What follows belongs to an exercise in optimizing a design on an open flow for small area, a short achievable clock period and few clock cycles per item; a production flow would make more cautious choices.
Function was checked by simulation only, so behaviour that the tests miss may differ from the original.
Power figures rest on the tool's default switching activity, not on a simulated workload.

==> v39 <==
Design bf16_alu, start of the top module:
module bf16_alu (
    input  wire        clk,
    input  wire        rst,         
    input  wire        in_valid,
    output wire        in_ready,
    input  wire [2:0]  op,
    input  wire [15:0] a,
    input  wire [15:0] b,
    output reg         out_valid,
    output reg  [15:0] r
);
    localparam N = 2;                      
    localparam RAW = 2'd0, DIV = 2'd1, NRM = 2'd2, SUM = 2'd3;
    assign in_ready = 1'b1;
    reg        v0;
    reg [2:0]  op0;
    reg [15:0] a0, b0;
    always @(posedge clk) begin
        v0  <= ~rst & in_valid;
        op0 <= op;
        a0  <= a;
        b0  <= b;
    end
    wire is_add = (op0[2:1] == 2'b00);
    wire is_mul = (op0 == 3'd2);
    wire is_div = (op0 == 3'd3);
    wire [15:0] bx = {b0[15] ^ (op0 == 3'd1), b0[14:0]};    
    wire a_ez, a_em, a_mz, b_ez, b_em, b_mz;
    wire [6:0] a_nm, b_nm;
    wire [2:0] a_k, b_k;
    wire [9:0] a_ee, b_ee;
  ...
clock: 46.0 ns
lec_check: 0
cap_margin: 20
core_margin: 2
core_utilization: 70
place_density: 0.8
slew_margin: 20
standard.sh (not shown) runs the stock make flow with config.mk's settings and CLKGATE_MAP_FILE= SYNTH_SCRIPT=/design/flow/synth_recipe.tcl, a recipe that flattens the netlist after the stock synthesis.
==> flow/flow/run.sh <==
#!/bin/bash
# Standard layout, with two changes in how it is made:
# - the port buffers are plain buffers (buf_2) instead of the default delay cell;
# - the resizer's setup repair aims for slack well beyond the 46 ns clock,
#   so that it sizes the critical paths for speed.
export BUFFER_PORTS_ARGS="-buffer_cell sky130_fd_sc_hd__buf_2"
export SETUP_SLACK_MARGIN=36.0
bash standard.sh > standard.log 2>&1
==> v38: changes against v39 <==
--- a/flow/design.v
+++ b/flow/design.v
@@ -49,12 +49,11 @@
     wire [7:0] d = eb - es;
     assign far = (d > 8'd8) | (sml == 15'd0);
     wire [7:0] sigs_sh = sigs >> d[3:0];
     assign eff_sub = a[15] ^ b[15];
     assign rs = big[15];
-    wire [8:0] sum = {1'b0, sigb} + {1'b0, sigs_sh ^ {8{eff_sub}}} + {8'd0, eff_sub};
-    assign x = {sum[8] & ~eff_sub, sum[7:0]};
+    assign x = eff_sub ? {1'b0, sigb - sigs_sh} : {1'b0, sigb} + {1'b0, sigs_sh};
 endmodule
 module bf16_addsub_fin (
     input  wire        rs,
     input  wire [7:0]  eb,
     input  wire [7:0]  x,
@@ -118,16 +117,16 @@
     output reg  [6:0]  mq          
 );
     wire [7:0] x = {1'b1, a_nm};
     wire [7:0] y = {1'b1, b_nm};
     assign ge = (a_nm >= b_nm);
-    wire [8:0] xs = ge ? {1'b0, x} : {x, 1'b0};
-    wire [8:0] d0 = xs - {1'b0, y};      
+    wire [7:0] d1 = x - y;
+    wire [7:0] d2 = {a_nm, 1'b0} - y;        
     reg  [8:0] t;
     integer i;
     always @* begin
-        rem = d0[7:0];
+        rem = ge ? d1 : d2;
         mq  = 7'd0;
         for (i = 6; i > 6 - N; i = i - 1) begin
             t     = {rem, 1'b0} - {1'b0, y};
             mq[i] = ~t[8] | rem[7];
             if (mq[i]) rem = t[7:0];
@@ -208,71 +207,69 @@
     wire [8:0] sat_e = {1'b0, a0[14:8], a0[7] | a_ez} + 9'd126;    
     wire [9:0] re_md = a_ee + (b_ee ^ {10{is_div}}) + (is_div ? 10'd127 : 10'h381)
                      + {9'd0, is_div & div_ge};
     wire md_ovf = ~re_md[9] & (re_md[8:0] >= 9'd255);
     wire md_unf = re_md[9] | (re_md == 10'd0);
-    reg sel_a, sel_b, sel_nan, sel_inf, sel_zero, sel_sat, sel_add, sel_mul, sel_div;
+    reg        sel_a, sel_b, sel_nan, sel_inf, sel_zero, sel_sat;
+    reg  [1:0] mode;
     always @* begin
         sel_a = 1'b0; sel_b = 1'b0; sel_nan = 1'b0; sel_inf = 1'b0; sel_zero = 1'b0;
-        sel_sat = 1'b0; sel_add = 1'b0; sel_mul = 1'b0; sel_div = 1'b0;
+        sel_sat = 1'b0; mode = RAW;
         if (op0[2]) begin
         end else if (a_nan)     sel_a = 1'b1;
         else if (b_nan)         sel_b = 1'b1;
         else if (is_add) begin
             if (a_inf & b_inf & add_sub) sel_nan = 1'b1;
             else if (a_inf)              sel_a = 1'b1;
             else if (b_inf)              sel_b = 1'b1;
             else if (add_far) begin
                 sel_a = ~add_swap;
                 sel_b = add_swap;
-            end else sel_add = 1'b1;
+            end else mode = add_sub ? NRM : SUM;
         end else if (is_mul) begin
             if ((a_inf & b_zero) | (b_inf & a_zero)) sel_nan = 1'b1;
             else if (a_inf | b_inf)                  sel_inf = 1'b1;
             else if (a_zero | b_zero)                sel_zero = 1'b1;
-            else                                     sel_mul = 1'b1;
+            else                                     mode = SUM;
         end else begin
             if ((a_inf & b_inf) | (a_zero & b_zero)) sel_nan = 1'b1;
             else if (a_inf | b_zero)                 sel_inf = 1'b1;
             else if (b_inf | a_zero)                 sel_zero = 1'b1;
             else if (div_sat) begin
                 if (sat_e[8] | (sat_e[7:0] == 8'd255)) sel_inf = 1'b1;
                 else                                   sel_sat = 1'b1;
             end
             else if (md_ovf)                         sel_inf = 1'b1;
             else if (md_unf)                         sel_zero = 1'b1;
-            else                                     sel_div = 1'b1;
+            else                                     mode = DIV;
         end
     end
-    wire sel_un = op0[2];
-    wire [1:0] mode = sel_div ? DIV : (sel_add & add_sub) ? NRM : (sel_add | sel_mul) ? SUM : RAW;
     wire [2:0] cls_code = {a_den, ~a_zero & ~a_inf & ~a_den, a_inf | ~a_zero & ~a_den & ~a_nan};
     reg  [2:0] ucode;
     always @* begin
         case (op0[1:0])
             2'd0:    ucode = {2'b00, a_zero};
             2'd1:    ucode = {2'b00, a_nan};
             2'd2:    ucode = {2'b00, a_inf};
             default: ucode = cls_code;
         endcase
     end
-    wire s_d = (sel_a & a0[15]) | (sel_b & bx[15]) | (sel_add & add_rs)
-             | ((sel_inf | sel_zero | sel_sat | sel_mul | sel_div) & rs_md);
-    wire [9:0] e_d = ({10{sel_a}} & {2'b00, a0[14:7]})
-                   | ({10{sel_b}} & {2'b00, bx[14:7]})
-                   | ({10{sel_nan | sel_inf}} & 10'd255)
-                   | ({10{sel_sat}} & {2'b00, sat_e[7:0]})
-                   | ({10{sel_add}} & {2'b00, add_e})
-                   | ({10{sel_mul | sel_div}} & re_md);
-    wire [8:0] x_d = ({9{sel_a}} & {2'b00, a0[6:0]})
-                   | ({9{sel_b}} & {2'b00, bx[6:0]})
-                   | ({9{sel_nan}} & 9'h040)
-                   | ({9{sel_sat}} & 9'h07F)
-                   | ({9{sel_un}} & {6'd0, ucode})
-                   | ({9{sel_add}} & add_x)
-                   | ({9{sel_mul}} & mul_p)
-                   | ({9{sel_div}} & {1'b0, div_rem});
+    reg        s_d;
+    reg  [9:0] e_d;
+    reg  [8:0] x_d;
+    always @* begin
+        if (sel_a)             begin s_d = a0[15]; e_d = {2'b00, a0[14:7]}; x_d = {2'b00, a0[6:0]}; end
+        else if (sel_b)        begin s_d = bx[15]; e_d = {2'b00, bx[14:7]}; x_d = {2'b00, bx[6:0]}; end
+        else if (sel_nan)      begin s_d = 1'b0;   e_d = 10'd255;           x_d = 9'h040; end
+        else if (sel_inf)      begin s_d = rs_md;  e_d = 10'd255;           x_d = 9'h000; end
+        else if (sel_zero)     begin s_d = rs_md;  e_d = 10'd0;             x_d = 9'h000; end
+        else if (sel_sat)      begin s_d = rs_md;  e_d = {2'b00, sat_e[7:0]}; x_d = 9'h07F; end
+        else if (op0[2])       begin s_d = 1'b0;   e_d = 10'd0;             x_d = {6'd0, ucode}; end
+        else if (is_add)       begin s_d = add_rs; e_d = {2'b00, add_e};    x_d = add_x; end
+        else if (is_mul)       begin s_d = rs_md;  e_d = re_md;             x_d = mul_p; end
+        else                   begin s_d = rs_md;  e_d = re_md;             x_d = {1'b0, div_rem}; end
+    end
     reg        v1;
     reg [1:0]  m1;
     reg        mul1;
     reg        s1;
     reg [9:0]  e1;
@@ -291,14 +288,19 @@
     wire [15:0] nrm_r, sum_r;
     wire [6:0]  div_m;
     bf16_addsub_fin u_nrm (.rs(s1), .eb(e1[7:0]), .x(x1[7:0]), .r(nrm_r));
     bf16_mul_fin    u_sum (.rs(s1), .is_mul(mul1), .x(x1), .re_in(e1), .r(sum_r));
     bf16_div_fin #(.N(N)) u_divf (.rem_in(x1[7:0]), .b_nm(y1), .mq_in(q1), .mq(div_m));
-    wire [15:0] res = ({16{m1 == RAW}} & {s1, e1[7:0], x1[6:0]})
-                    | ({16{m1 == DIV}} & {s1, e1[7:0], div_m})
-                    | ({16{m1 == NRM}} & nrm_r)
-                    | ({16{m1 == SUM}} & sum_r);
+    reg [15:0] res;
+    always @* begin
+        case (m1)
+            RAW:     res = {s1, e1[7:0], x1[6:0]};
+            DIV:     res = {s1, e1[7:0], div_m};
+            NRM:     res = nrm_r;
+            default: res = sum_r;
+        endcase
+    end
     always @(posedge clk) begin
         out_valid <= ~rst & v1;
         r         <= res;
     end
 endmodule
==> flow/run.sh (new file) <==
#!/bin/bash
# synth_recipe.tcl (not shown) runs the flow's synth.tcl, then flattens the netlist and writes it again
# the make line also repeats each setting of config.mk as NAME=value (left out here)
make -C /OpenROAD-flow-scripts/flow DESIGN_CONFIG=/design/flow/config.mk WORK_HOME=/design/flow/orfs CLKGATE_MAP_FILE= SYNTH_SCRIPT=/design/flow/synth_recipe.tcl finish
removed: flow/flow/run.sh
removed: flow/standard.sh
==> v22: changes against v39 <==
--- a/flow/design.v
+++ b/flow/design.v
@@ -49,12 +49,11 @@
     wire [7:0] d = eb - es;
     assign far = (d > 8'd8) | (sml == 15'd0);
     wire [7:0] sigs_sh = sigs >> d[3:0];
     assign eff_sub = a[15] ^ b[15];
     assign rs = big[15];
-    wire [8:0] sum = {1'b0, sigb} + {1'b0, sigs_sh ^ {8{eff_sub}}} + {8'd0, eff_sub};
-    assign x = {sum[8] & ~eff_sub, sum[7:0]};
+    assign x = eff_sub ? {1'b0, sigb - sigs_sh} : {1'b0, sigb} + {1'b0, sigs_sh};
 endmodule
 module bf16_addsub_fin (
     input  wire        rs,
     input  wire [7:0]  eb,
     input  wire [7:0]  x,
@@ -118,16 +117,16 @@
     output reg  [6:0]  mq          
 );
     wire [7:0] x = {1'b1, a_nm};
     wire [7:0] y = {1'b1, b_nm};
     assign ge = (a_nm >= b_nm);
-    wire [8:0] xs = ge ? {1'b0, x} : {x, 1'b0};
-    wire [8:0] d0 = xs - {1'b0, y};      
+    wire [7:0] d1 = x - y;
+    wire [7:0] d2 = {a_nm, 1'b0} - y;        
     reg  [8:0] t;
     integer i;
     always @* begin
-        rem = d0[7:0];
+        rem = ge ? d1 : d2;
         mq  = 7'd0;
         for (i = 6; i > 6 - N; i = i - 1) begin
             t     = {rem, 1'b0} - {1'b0, y};
             mq[i] = ~t[8] | rem[7];
             if (mq[i]) rem = t[7:0];
@@ -208,71 +207,69 @@
     wire [8:0] sat_e = {1'b0, a0[14:8], a0[7] | a_ez} + 9'd126;    
     wire [9:0] re_md = a_ee + (b_ee ^ {10{is_div}}) + (is_div ? 10'd127 : 10'h381)
                      + {9'd0, is_div & div_ge};
     wire md_ovf = ~re_md[9] & (re_md[8:0] >= 9'd255);
     wire md_unf = re_md[9] | (re_md == 10'd0);
-    reg sel_a, sel_b, sel_nan, sel_inf, sel_zero, sel_sat, sel_add, sel_mul, sel_div;
+    reg        sel_a, sel_b, sel_nan, sel_inf, sel_zero, sel_sat;
+    reg  [1:0] mode;
     always @* begin
         sel_a = 1'b0; sel_b = 1'b0; sel_nan = 1'b0; sel_inf = 1'b0; sel_zero = 1'b0;
-        sel_sat = 1'b0; sel_add = 1'b0; sel_mul = 1'b0; sel_div = 1'b0;
+        sel_sat = 1'b0; mode = RAW;
         if (op0[2]) begin
         end else if (a_nan)     sel_a = 1'b1;
         else if (b_nan)         sel_b = 1'b1;
         else if (is_add) begin
             if (a_inf & b_inf & add_sub) sel_nan = 1'b1;
             else if (a_inf)              sel_a = 1'b1;
             else if (b_inf)              sel_b = 1'b1;
             else if (add_far) begin
                 sel_a = ~add_swap;
                 sel_b = add_swap;
-            end else sel_add = 1'b1;
+            end else mode = add_sub ? NRM : SUM;
         end else if (is_mul) begin
             if ((a_inf & b_zero) | (b_inf & a_zero)) sel_nan = 1'b1;
             else if (a_inf | b_inf)                  sel_inf = 1'b1;
             else if (a_zero | b_zero)                sel_zero = 1'b1;
-            else                                     sel_mul = 1'b1;
+            else                                     mode = SUM;
         end else begin
             if ((a_inf & b_inf) | (a_zero & b_zero)) sel_nan = 1'b1;
             else if (a_inf | b_zero)                 sel_inf = 1'b1;
             else if (b_inf | a_zero)                 sel_zero = 1'b1;
             else if (div_sat) begin
                 if (sat_e[8] | (sat_e[7:0] == 8'd255)) sel_inf = 1'b1;
                 else                                   sel_sat = 1'b1;
             end
             else if (md_ovf)                         sel_inf = 1'b1;
             else if (md_unf)                         sel_zero = 1'b1;
-            else                                     sel_div = 1'b1;
+            else                                     mode = DIV;
         end
     end
-    wire sel_un = op0[2];
-    wire [1:0] mode = sel_div ? DIV : (sel_add & add_sub) ? NRM : (sel_add | sel_mul) ? SUM : RAW;
     wire [2:0] cls_code = {a_den, ~a_zero & ~a_inf & ~a_den, a_inf | ~a_zero & ~a_den & ~a_nan};
     reg  [2:0] ucode;
     always @* begin
         case (op0[1:0])
             2'd0:    ucode = {2'b00, a_zero};
             2'd1:    ucode = {2'b00, a_nan};
             2'd2:    ucode = {2'b00, a_inf};
             default: ucode = cls_code;
         endcase
     end
-    wire s_d = (sel_a & a0[15]) | (sel_b & bx[15]) | (sel_add & add_rs)
-             | ((sel_inf | sel_zero | sel_sat | sel_mul | sel_div) & rs_md);
-    wire [9:0] e_d = ({10{sel_a}} & {2'b00, a0[14:7]})
-                   | ({10{sel_b}} & {2'b00, bx[14:7]})
-                   | ({10{sel_nan | sel_inf}} & 10'd255)
-                   | ({10{sel_sat}} & {2'b00, sat_e[7:0]})
-                   | ({10{sel_add}} & {2'b00, add_e})
-                   | ({10{sel_mul | sel_div}} & re_md);
-    wire [8:0] x_d = ({9{sel_a}} & {2'b00, a0[6:0]})
-                   | ({9{sel_b}} & {2'b00, bx[6:0]})
-                   | ({9{sel_nan}} & 9'h040)
-                   | ({9{sel_sat}} & 9'h07F)
-                   | ({9{sel_un}} & {6'd0, ucode})
-                   | ({9{sel_add}} & add_x)
-                   | ({9{sel_mul}} & mul_p)
-                   | ({9{sel_div}} & {1'b0, div_rem});
+    reg        s_d;
+    reg  [9:0] e_d;
+    reg  [8:0] x_d;
+    always @* begin
+        if (sel_a)             begin s_d = a0[15]; e_d = {2'b00, a0[14:7]}; x_d = {2'b00, a0[6:0]}; end
+        else if (sel_b)        begin s_d = bx[15]; e_d = {2'b00, bx[14:7]}; x_d = {2'b00, bx[6:0]}; end
+        else if (sel_nan)      begin s_d = 1'b0;   e_d = 10'd255;           x_d = 9'h040; end
+        else if (sel_inf)      begin s_d = rs_md;  e_d = 10'd255;           x_d = 9'h000; end
+        else if (sel_zero)     begin s_d = rs_md;  e_d = 10'd0;             x_d = 9'h000; end
+        else if (sel_sat)      begin s_d = rs_md;  e_d = {2'b00, sat_e[7:0]}; x_d = 9'h07F; end
+        else if (op0[2])       begin s_d = 1'b0;   e_d = 10'd0;             x_d = {6'd0, ucode}; end
+        else if (is_add)       begin s_d = add_rs; e_d = {2'b00, add_e};    x_d = add_x; end
+        else if (is_mul)       begin s_d = rs_md;  e_d = re_md;             x_d = mul_p; end
+        else                   begin s_d = rs_md;  e_d = re_md;             x_d = {1'b0, div_rem}; end
+    end
     reg        v1;
     reg [1:0]  m1;
     reg        mul1;
     reg        s1;
     reg [9:0]  e1;
@@ -291,14 +288,19 @@
     wire [15:0] nrm_r, sum_r;
     wire [6:0]  div_m;
     bf16_addsub_fin u_nrm (.rs(s1), .eb(e1[7:0]), .x(x1[7:0]), .r(nrm_r));
     bf16_mul_fin    u_sum (.rs(s1), .is_mul(mul1), .x(x1), .re_in(e1), .r(sum_r));
     bf16_div_fin #(.N(N)) u_divf (.rem_in(x1[7:0]), .b_nm(y1), .mq_in(q1), .mq(div_m));
-    wire [15:0] res = ({16{m1 == RAW}} & {s1, e1[7:0], x1[6:0]})
-                    | ({16{m1 == DIV}} & {s1, e1[7:0], div_m})
-                    | ({16{m1 == NRM}} & nrm_r)
-                    | ({16{m1 == SUM}} & sum_r);
+    reg [15:0] res;
+    always @* begin
+        case (m1)
+            RAW:     res = {s1, e1[7:0], x1[6:0]};
+            DIV:     res = {s1, e1[7:0], div_m};
+            NRM:     res = nrm_r;
+            default: res = sum_r;
+        endcase
+    end
     always @(posedge clk) begin
         out_valid <= ~rst & v1;
         r         <= res;
     end
 endmodule
==> flow/flow/run.sh (replaced) <==
#!/bin/bash
# Standard layout, with the resizer's setup repair aiming for slack well
# beyond the 46 ns clock, so that it sizes the critical paths for speed.
export SETUP_SLACK_MARGIN=35.5
bash standard.sh > standard.log 2>&1
- CORE_UTILIZATION: 70 -> 40
- PLACE_DENSITY: 0.8 -> not set
==> qor summary <==
Number of rows in the core area: v38 49; v39 48; v22 65
Internal power of the cells: v38 443 µW; v39 388 µW; v22 448 µW
Crit path kind: v38 flop to flop; v39 flop to output pin; v22 flop to output pin
Met2 wire length: v38 16,900 µm; v39 16,000 µm; v22 17,800 µm
Fraction of standard cell area in multi-input logic: v38 74.3%; v39 74.5%; v22 73.1%
Number of violations reported at the end of detailed-routing iteration 0: v38 1,267; v39 1,304; v22 1,201
Post-DR wirelength/cell: v38 19.6 µm; v39 18.8 µm; v22 18.6 µm
Layout-stage area growth over the synthesis result: v38 7.22%; v39 6.46%; v22 9.62%
Max transition margin: v38 29.5%; v39 26.5%; v22 35.1%
Cell area after synthesis: v38 12,800 µm²; v39 12,300 µm²; v22 12,800 µm²
Timing endpoint of the critical path: v38 r[0]; v39 r[0]; v22 r[2]
Pin count of the biggest net entering global routing: v38 34; v39 27; v22 31
Area of the multi-input gates: v38 10,200 µm²; v39 9720 µm²; v22 10,300 µm²
Run status: v38 timing/DRC/antenna clean; v39 timing/DRC/antenna clean; v22 timing/DRC/antenna clean
Total Die Area: v38 19,400 µm²; v39 18,600 µm²; v22 33,500 µm²
Fraction of synthesized area in multiplexers: v38 4.73%; v39 6.20%; v22 4.73%
Clock period minus worst slack: v38 10.52 ns; v39 10.03 ns; v22 10.42 ns
Unrepaired setup endpoints after global routing: v38 false; v39 true; v22 false
Post-CTS Setup Inserts: v38 0; v39 3; v22 0
Part of the total power dissipated in sequential elements: v38 12.6%; v39 14.8%; v22 12.5%
Average footprint of a synthesized cell: v38 7.36 µm²; v39 7.45 µm²; v22 7.36 µm²
Standard cell core area: v38 18,000 µm²; v39 17,200 µm²; v22 31,600 µm²
Source-to-sink clock delay at the later pin of the worst-skew pair: v38 0.37 ns; v39 0.36 ns; v22 0.37 ns
Total of plain and repair buffers excluding clock buffers: v38 75; v39 68; v22 76
Post-Synth Adder-Cell Area: v38 21.0%; v39 21.1%; v22 21.0%
Testbench counts of v39, summed over its fixed seeds: cycles 32,024, items 32,000.
Testbench counts of v38, summed over its fixed seeds: cycles 32,024, items 32,000.
Testbench counts of v22, summed over its fixed seeds: cycles 32,024, items 32,000.

==> re-timing with driven ports <==
The flow's constraints put no driver on any port. The routed layouts listed below were extracted and timed again, unchanged, in two steps.
Step 1 assumes that a clkbuf_16 drives the clock port and a buf_2 every other input.
Step 2 adds t to the input delays and takes it off the output delays; t is the mean of the earliest and latest rising clock arrival at the registers after step 1. Input paths then give back, and output paths get back, about the clock's delay inside the block.
a / b / c = ideal ports / drivers / drivers and shift; a / b = the first two.
run	shift t [ns]	setup slack, ns	clock arrival spread, ns
v39	0.398	35.972 / 35.927 / 36.151	0.011 / 0.011
v38	0.410	35.482 / 35.482 / 35.482	0.021 / 0.022
v22	0.417	35.582 / 35.532 / 35.949	0.012 / 0.012
After both steps every run listed still meets setup and hold.
